From an optimization exercise on the open Yosys and OpenROAD flow, aimed at small area; shortcuts taken in it are not production practice.
At most, simulation tests tie the RTL to the original design; equivalence was not proved.

## vig_permcore
module vig_permcore (
    input  wire       clk,
    input  wire       rst,         
    input  wire       in_valid,
    input  wire [1:0] in_op,       
    input  wire [7:0] in_data,
    input  wire [7:0] in_key,
    output wire       in_ready,
    output reg        out_valid,
    output wire [7:0] out_data,
    input  wire       out_ready,
    output reg        pvalid
);
    localparam OP_SEED      = 2'd0;
    localparam OP_SEED_LAST = 2'd1;
    localparam OP_ENC       = 2'd2;
    localparam OP_DEC       = 2'd3;
    function automatic [31:0] add;
        input [31:0] a;
        input [31:0] b;
        input        cin;
        integer n;
        reg c;
        begin
            c = cin;
            for (n = 0; n < 32; n = n + 1) begin
                add[n] = a[n] ^ b[n] ^ c;
                c = (a[n] & b[n]) | (a[n] & c) | (b[n] & c);
            end
        end
    endfunction
    reg        busy;        
    reg        start;       
    reg        fin;         
    reg        bld;         
    reg        bwd;         
    reg        hashing;     
    reg        hs2;         
    reg [15:0] h;           
    reg [15:0] s0;          
    reg [15:0] sf;          
    reg [7:0]  k;           
    reg [1:0]  ph;          
    reg [7:0]  r;           
    reg [7:0]  p;           
    reg [7:0]  key;         
    wire [15:0] s = (bwd ^ start) ? s0 : sf;
    assign in_ready = !busy && !hs2 && (!out_valid || out_ready);
    wire in_fire  = in_valid && in_ready && !rst;
    wire out_fire = out_valid && out_ready;
    assign out_data = p;
    wire [15:0] hh     = hashing ? h : 16'd5381;
    wire [31:0] h_sum  = add({16'd0, hh}, hs2 ? {24'd0, key} : {11'd0, hh, 5'd0}, 1'b0);
    wire [15:0] h_next = h_sum[15:0];
    wire        fw  = !bwd;
    wire [31:0] a1  = add({14'd0, s, fw ? 2'b11 : 2'b01}, {16'd0, s} ^ {32{bwd}}, 1'b1);
    wire [31:0] a2  = add({9'd0, a1[18:0], fw ? 4'b1110 : 4'b0011}, {13'd0, a1[18:0]} ^ {32{fw}}, fw);
    wire [31:0] gw  = add({6'd0, a2[21:0], 4'b1110}, {10'd0, a2[21:0]}, 1'b0);
    wire [15:0] mc  = bwd ? {gw[8:0], 6'b111111, gw[25]} : a2[15:0];
    wire [15:0] mb  = bwd ? gw[24:9] : {9'd0, a2[22:16]};
    wire [31:0] md  = add({16'd0, mc}, ~{16'd0, mb}, 1'b1);
    wire [31:0] mr  = add({16'd0, md[15:0]}, 32'd0, md[16]);               
  ...
For scale: ~33 I/O pins, about 8500 um^2 of cells after synthesis.
==> module vig_permcore, before the edit <==
module vig_permcore (
    input  wire       clk,
    input  wire       rst,         
    input  wire       in_valid,
    input  wire [1:0] in_op,       
    input  wire [7:0] in_data,
    input  wire [7:0] in_key,
    output wire       in_ready,
    output reg        out_valid,
    output wire [7:0] out_data,
    input  wire       out_ready,
    output reg        pvalid
);
    localparam OP_SEED      = 2'd0;
    localparam OP_SEED_LAST = 2'd1;
    localparam OP_ENC       = 2'd2;
    localparam OP_DEC       = 2'd3;
    function automatic [31:0] add;
        input [31:0] a;
        input [31:0] b;
        input        cin;
        integer n;
        reg c;
        begin
            c = cin;
            for (n = 0; n < 32; n = n + 1) begin
                add[n] = a[n] ^ b[n] ^ c;
                c = (a[n] & b[n]) | (a[n] & c) | (b[n] & c);
            end
        end
    endfunction
    reg        busy;        
    reg        start;       
    reg        fin;         
    reg        bld;         
    reg        bwd;         
    reg        hashing;     
    reg        hs2;         
    reg [15:0] h;           
    reg [15:0] s0;          
    reg [15:0] sf;          
    reg [7:0]  k;           
    reg [1:0]  ph;          
    reg [7:0]  r;           
    reg [7:0]  p;           
    reg [7:0]  key;         
    wire [15:0] s = (bwd ^ start) ? s0 : sf;
    assign in_ready = !busy && !hs2 && (!out_valid || out_ready);
    wire in_fire  = in_valid && in_ready && !rst;
    wire out_fire = out_valid && out_ready;
    assign out_data = p;
    wire [15:0] hh     = hashing ? h : 16'd5381;
    wire [31:0] h_sum  = add({16'd0, hh}, hs2 ? {24'd0, key} : {11'd0, hh, 5'd0}, 1'b0);
    wire [15:0] h_next = h_sum[15:0];
    wire        fw  = !bwd;
    wire [31:0] a1  = add({14'd0, s, fw ? 2'b11 : 2'b01}, {16'd0, s} ^ {32{bwd}}, 1'b1);
    wire [31:0] a2  = add({9'd0, a1[18:0], fw ? 4'b1110 : 4'b0011}, {13'd0, a1[18:0]} ^ {32{fw}}, fw);
    wire [31:0] gw  = add({6'd0, a2[21:0], 4'b1110}, {10'd0, a2[21:0]}, 1'b0);
    wire [15:0] mc  = bwd ? {gw[8:0], 6'b111111, gw[25]} : a2[15:0];
    wire [15:0] mb  = bwd ? gw[24:9] : {9'd0, a2[22:16]};
    wire [31:0] md  = add({16'd0, mc}, ~{16'd0, mb}, 1'b1);
    wire [31:0] mr  = add({16'd0, md[15:0]}, 32'd0, md[16]);               
    wire [15:0] sn  = mr[15:0];
    wire [7:0]  byt  = (bwd && ph[1]) ? key : s[7:0];
    wire [3:0]  nib  = ph[0] ? byt[3:0] : byt[7:4];
    wire        big  = (k[7:4] != 4'd0) || (k[3:0] == 4'hf);    
    wire [7:0]  r_in = (ph == 2'd0) ? 8'd0 : (ph == 2'd1 && big) ? {4'd0, byt[7:4]} : r;
    reg  [7:0]  q;
    reg  [31:0] t;
    integer b;
    always @* begin
        q = r_in;
        for (b = 3; b >= 0; b = b - 1) begin
            t = add({23'd0, q, nib[b]}, {23'd0, 1'b1, ~k}, 1'b0);    
            q = t[9] ? t[7:0] : {q[6:0], nib[b]};
        end
    end
    wire [7:0] j    = q;
    wire       hit  = (p == k) || (p == j);
    wire [7:0] p_tr = hit ? (p ^ k ^ j) : p;
    wire [31:0] pk  = add({24'd0, p}, {24'd0, key ^ {8{!bwd}}}, !bwd);   
    wire last_ph = (ph == 2'd3);
    wire k_end   = bwd ? (k == 8'd255) : (k == 8'd1);
    wire [7:0] k_nx = bwd ? k + 8'd1 : k - 8'd1;
    always @(posedge clk)
        r <= q;
    always @(posedge clk) begin
        if (rst) begin
            busy      <= 1'b0;
            start     <= 1'b0;
            fin       <= 1'b0;
            hashing   <= 1'b0;
            hs2       <= 1'b0;
            pvalid    <= 1'b0;
            out_valid <= 1'b0;
        end else begin
            if (out_fire) out_valid <= 1'b0;
            if (hs2) begin
                hs2 <= 1'b0;
                if (busy) begin
                    s0      <= h_next;
                    hashing <= 1'b0;
                    start   <= 1'b1;
                end else
                    h <= h_next;
            end
            if (in_fire) begin
                if (in_op[1] == 1'b0) begin
                    h       <= h_next;
                    hashing <= 1'b1;
                    key     <= in_data;
                    hs2     <= 1'b1;
                end
                if (in_op != OP_SEED) begin
                    busy  <= 1'b1;
                    start <= (in_op != OP_SEED_LAST);
                    bld   <= (in_op == OP_SEED_LAST);
                    bwd   <= (in_op == OP_ENC);
                    k     <= (in_op == OP_ENC) ? 8'd1 : 8'd255;
                    ph    <= (in_op == OP_ENC) ? 2'd0 : 2'd1;
                    p     <= in_data;
                    if (in_op[1]) key <= in_key;
                end
            end
            if (start) begin
                start <= 1'b0;
                if (bwd) begin
                    s0  <= sn;
                    key <= s[7:0];
                    p   <= pk[7:0];
                end else
                    sf  <= sn;
            end else if (fin) begin
                fin  <= 1'b0;
                busy <= 1'b0;
                if (bld) begin
                    pvalid <= 1'b1;
                end else begin
                    out_valid <= 1'b1;
                    if (!bwd) p <= pk[7:0];
                end
            end else if (busy && !hs2) begin
                ph <= ph + 2'd1;
                if (ph[0] && !(last_ph && k_end)) begin
                    if (bwd) s0 <= sn;
                    else     sf <= sn;
                end
                if (bwd && last_ph) key <= s[7:0];
                if (last_ph) begin
                    p <= p_tr;
                    if (k_end)
                        fin <= 1'b1;
                    else begin
                        k  <= k_nx;
                        ph <= (k_nx[7:4] != 4'd0 || k_nx[3:0] == 4'hf) ? 2'd1 : 2'd0;
                    end
                end
            end
        end
    end
endmodule
==> flow/config.mk <==
export PLATFORM = sky130hd
export DESIGN_NAME = vig_permcore
export DESIGN_NICKNAME = vig_permcore
export VERILOG_FILES = /design/flow/design.v
export SDC_FILE = /design/flow/constraint.sdc
export NUM_CORES = 8
export LEC_CHECK = 0
export ABC_AREA = 1
export CAP_MARGIN = 20
export CORE_MARGIN = 2
export CORE_UTILIZATION = 50
export PLACE_DENSITY = 0.65
export SLEW_MARGIN = 20
==> flow/constraint.sdc <==
create_clock -name core_clock -period 55.0 [get_ports {clk}]
set_input_delay 11.0000 -clock core_clock [delete_from_list [all_inputs] [get_ports {clk}]]
set_output_delay 11.0000 -clock core_clock [all_outputs]
set_load 0.01 [all_outputs]
standard.sh (not shown) runs the stock make flow with config.mk's settings and CLKGATE_MAP_FILE= SYNTH_SCRIPT=/design/flow/synth_recipe.tcl, a recipe that flattens the netlist after the stock synthesis.
==> flow/flow/run.sh <==
#!/bin/bash
# Own layout flow.
# 1. the standard synthesis, unchanged.
# 2. Full adders flipped where that saves inversions (a full adder with every input
#    and output inverted computes the same), then the combinational logic, except the
#    full adder cells, re-mapped by Yosys and ABC for area; every register keeps its
#    instance name, cell and connections.
# 3. the standard layout of that netlist, with the smallest buffer on the ports
#    and a clock tree of small buffers without dummy loads.
# Each tool writes its full output to a log file here.
set -euo pipefail
res=orfs/results/sky130hd/vig_permcore/base
lib=$FLOW_HOME/platforms/sky130hd/lib/sky130_fd_sc_hd__tt_025C_1v80.lib

bash standard.sh synth > synth.log 2>&1

python3 flow/mklib.py "$lib" comb.lib > mklib.log 2>&1
cp "$res/1_2_yosys.v" standard_1_2_yosys.v
python3 flow/faflip.py standard_1_2_yosys.v flipped.v > faflip.log 2>&1
cat > reopt.ys <<EOY
read_liberty -lib $lib
read_liberty -overwrite comb.lib
read_verilog flipped.v
hierarchy -top $FLOW_TOP
flatten
opt -purge
abc -liberty comb.lib -script flow/abc_area.script
setundef -zero
hilomap -singleton -hicell sky130_fd_sc_hd__conb_1 HI -locell sky130_fd_sc_hd__conb_1 LO
splitnets
opt_clean -purge
rename -hide w:*.*
opt_clean -purge
stat -liberty $lib
write_verilog -noattr -nohex -nodec reopt.v
EOY
yosys -l reopt.log -s reopt.ys > /dev/null 2>&1
cp reopt.v "$res/1_2_yosys.v"
touch "$res/1_2_yosys.v"

bash standard.sh finish \
  BUFFER_PORTS_ARGS="-buffer_cell sky130_fd_sc_hd__buf_1" \
  CTS_ARGS="-sink_clustering_enable -repair_clock_nets -dont_use_dummy_load -buf_list {sky130_fd_sc_hd__clkbuf_4 sky130_fd_sc_hd__clkbuf_8}" \
  > layout.log 2>&1
Other scripts of this flow, unchanged in this note and not shown: flow/flow/abc_area.script, flow/flow/faflip.py, flow/flow/mklib.py
Edit:
--- a/flow/design.v
+++ b/flow/design.v
@@ -33,26 +33,26 @@
     reg        start;       
     reg        fin;         
     reg        bld;         
     reg        bwd;         
     reg        hashing;     
-    reg        hs2;         
     reg [15:0] h;           
     reg [15:0] s0;          
     reg [15:0] sf;          
     reg [7:0]  k;           
     reg [1:0]  ph;          
     reg [7:0]  r;           
     reg [7:0]  p;           
     reg [7:0]  key;         
     wire [15:0] s = (bwd ^ start) ? s0 : sf;
-    assign in_ready = !busy && !hs2 && (!out_valid || out_ready);
+    assign in_ready = !busy && (!out_valid || out_ready);
     wire in_fire  = in_valid && in_ready && !rst;
     wire out_fire = out_valid && out_ready;
     assign out_data = p;
     wire [15:0] hh     = hashing ? h : 16'd5381;
-    wire [31:0] h_sum  = add({16'd0, hh}, hs2 ? {24'd0, key} : {11'd0, hh, 5'd0}, 1'b0);
+    wire [31:0] h33    = add({11'd0, hh, 5'd0}, {16'd0, hh}, 1'b0);
+    wire [31:0] h_sum  = add(h33, {24'd0, in_data}, 1'b0);
     wire [15:0] h_next = h_sum[15:0];
     wire        fw  = !bwd;
     wire [31:0] a1  = add({14'd0, s, fw ? 2'b11 : 2'b01}, {16'd0, s} ^ {32{bwd}}, 1'b1);
     wire [31:0] a2  = add({9'd0, a1[18:0], fw ? 4'b1110 : 4'b0011}, {13'd0, a1[18:0]} ^ {32{fw}}, fw);
     wire [31:0] gw  = add({6'd0, a2[21:0], 4'b1110}, {10'd0, a2[21:0]}, 1'b0);
@@ -88,40 +88,31 @@
         if (rst) begin
             busy      <= 1'b0;
             start     <= 1'b0;
             fin       <= 1'b0;
             hashing   <= 1'b0;
-            hs2       <= 1'b0;
             pvalid    <= 1'b0;
             out_valid <= 1'b0;
         end else begin
             if (out_fire) out_valid <= 1'b0;
-            if (hs2) begin
-                hs2 <= 1'b0;
-                if (busy) begin
-                    s0      <= h_next;
-                    hashing <= 1'b0;
-                    start   <= 1'b1;
-                end else
-                    h <= h_next;
-            end
             if (in_fire) begin
-                if (in_op[1] == 1'b0) begin
+                if (in_op == OP_SEED) begin
                     h       <= h_next;
                     hashing <= 1'b1;
-                    key     <= in_data;
-                    hs2     <= 1'b1;
-                end
-                if (in_op != OP_SEED) begin
+                end else begin
                     busy  <= 1'b1;
-                    start <= (in_op != OP_SEED_LAST);
+                    start <= 1'b1;
                     bld   <= (in_op == OP_SEED_LAST);
                     bwd   <= (in_op == OP_ENC);
                     k     <= (in_op == OP_ENC) ? 8'd1 : 8'd255;
                     ph    <= (in_op == OP_ENC) ? 2'd0 : 2'd1;
                     p     <= in_data;
-                    if (in_op[1]) key <= in_key;
+                    key   <= in_key;
+                    if (in_op == OP_SEED_LAST) begin
+                        s0      <= h_next;
+                        hashing <= 1'b0;
+                    end
                 end
             end
             if (start) begin
                 start <= 1'b0;
                 if (bwd) begin
@@ -137,11 +128,11 @@
                     pvalid <= 1'b1;
                 end else begin
                     out_valid <= 1'b1;
                     if (!bwd) p <= pk[7:0];
                 end
-            end else if (busy && !hs2) begin
+            end else if (busy) begin
                 ph <= ph + 2'd1;
                 if (ph[0] && !(last_ph && k_end)) begin
                     if (bwd) s0 <= sn;
                     else     sf <= sn;
                 end
Result:
- The new run completed with no timing, DRC or antenna violations
- synthesized cell count drops by 2.8%
- core utilization drops by 0.42 points
- global-route usage stays flat
- final area drops by 2.2%
- setup slack improved by 110 ps
- fmax climbs by 0.50%
- area after synthesis drops by 2.9%
No functional check of the RTL was part of the first run of this note.

re-timing with driven ports:
In the flow no input, the clock included, has a driving cell. The finished layouts below were timed again as built, in two steps.
Step 1: set_driving_cell puts a clkbuf_16 on clk and a buf_2 on each other input, an assumption about the parent block.
Step 2 moves the port delays by t, midway between the first and last clock arrival at a register: inputs arrive t later, outputs are due t later. That takes back most of the time a late clock gives input paths.
Slacks: ideal ports / drivers / drivers and shift; pairs: ideal ports / drivers.
| run | t, ns | slack for setup (ns) | worst setup path after step 2 | worst data-port slew with drivers (ns) |
|---|---|---|---|---|
| the first run | 0.408 | 32.434 / 32.407 / 32.407 | input to output | 0.04 |
| the second run | 0.401 | 32.547 / 32.523 / 32.523 | input to output | 0.04 |
After both steps every run listed still meets setup and hold. The setup slack of the first run, which loses most, moves by -0.027 ns with the drivers and by -0.027 ns with both steps.
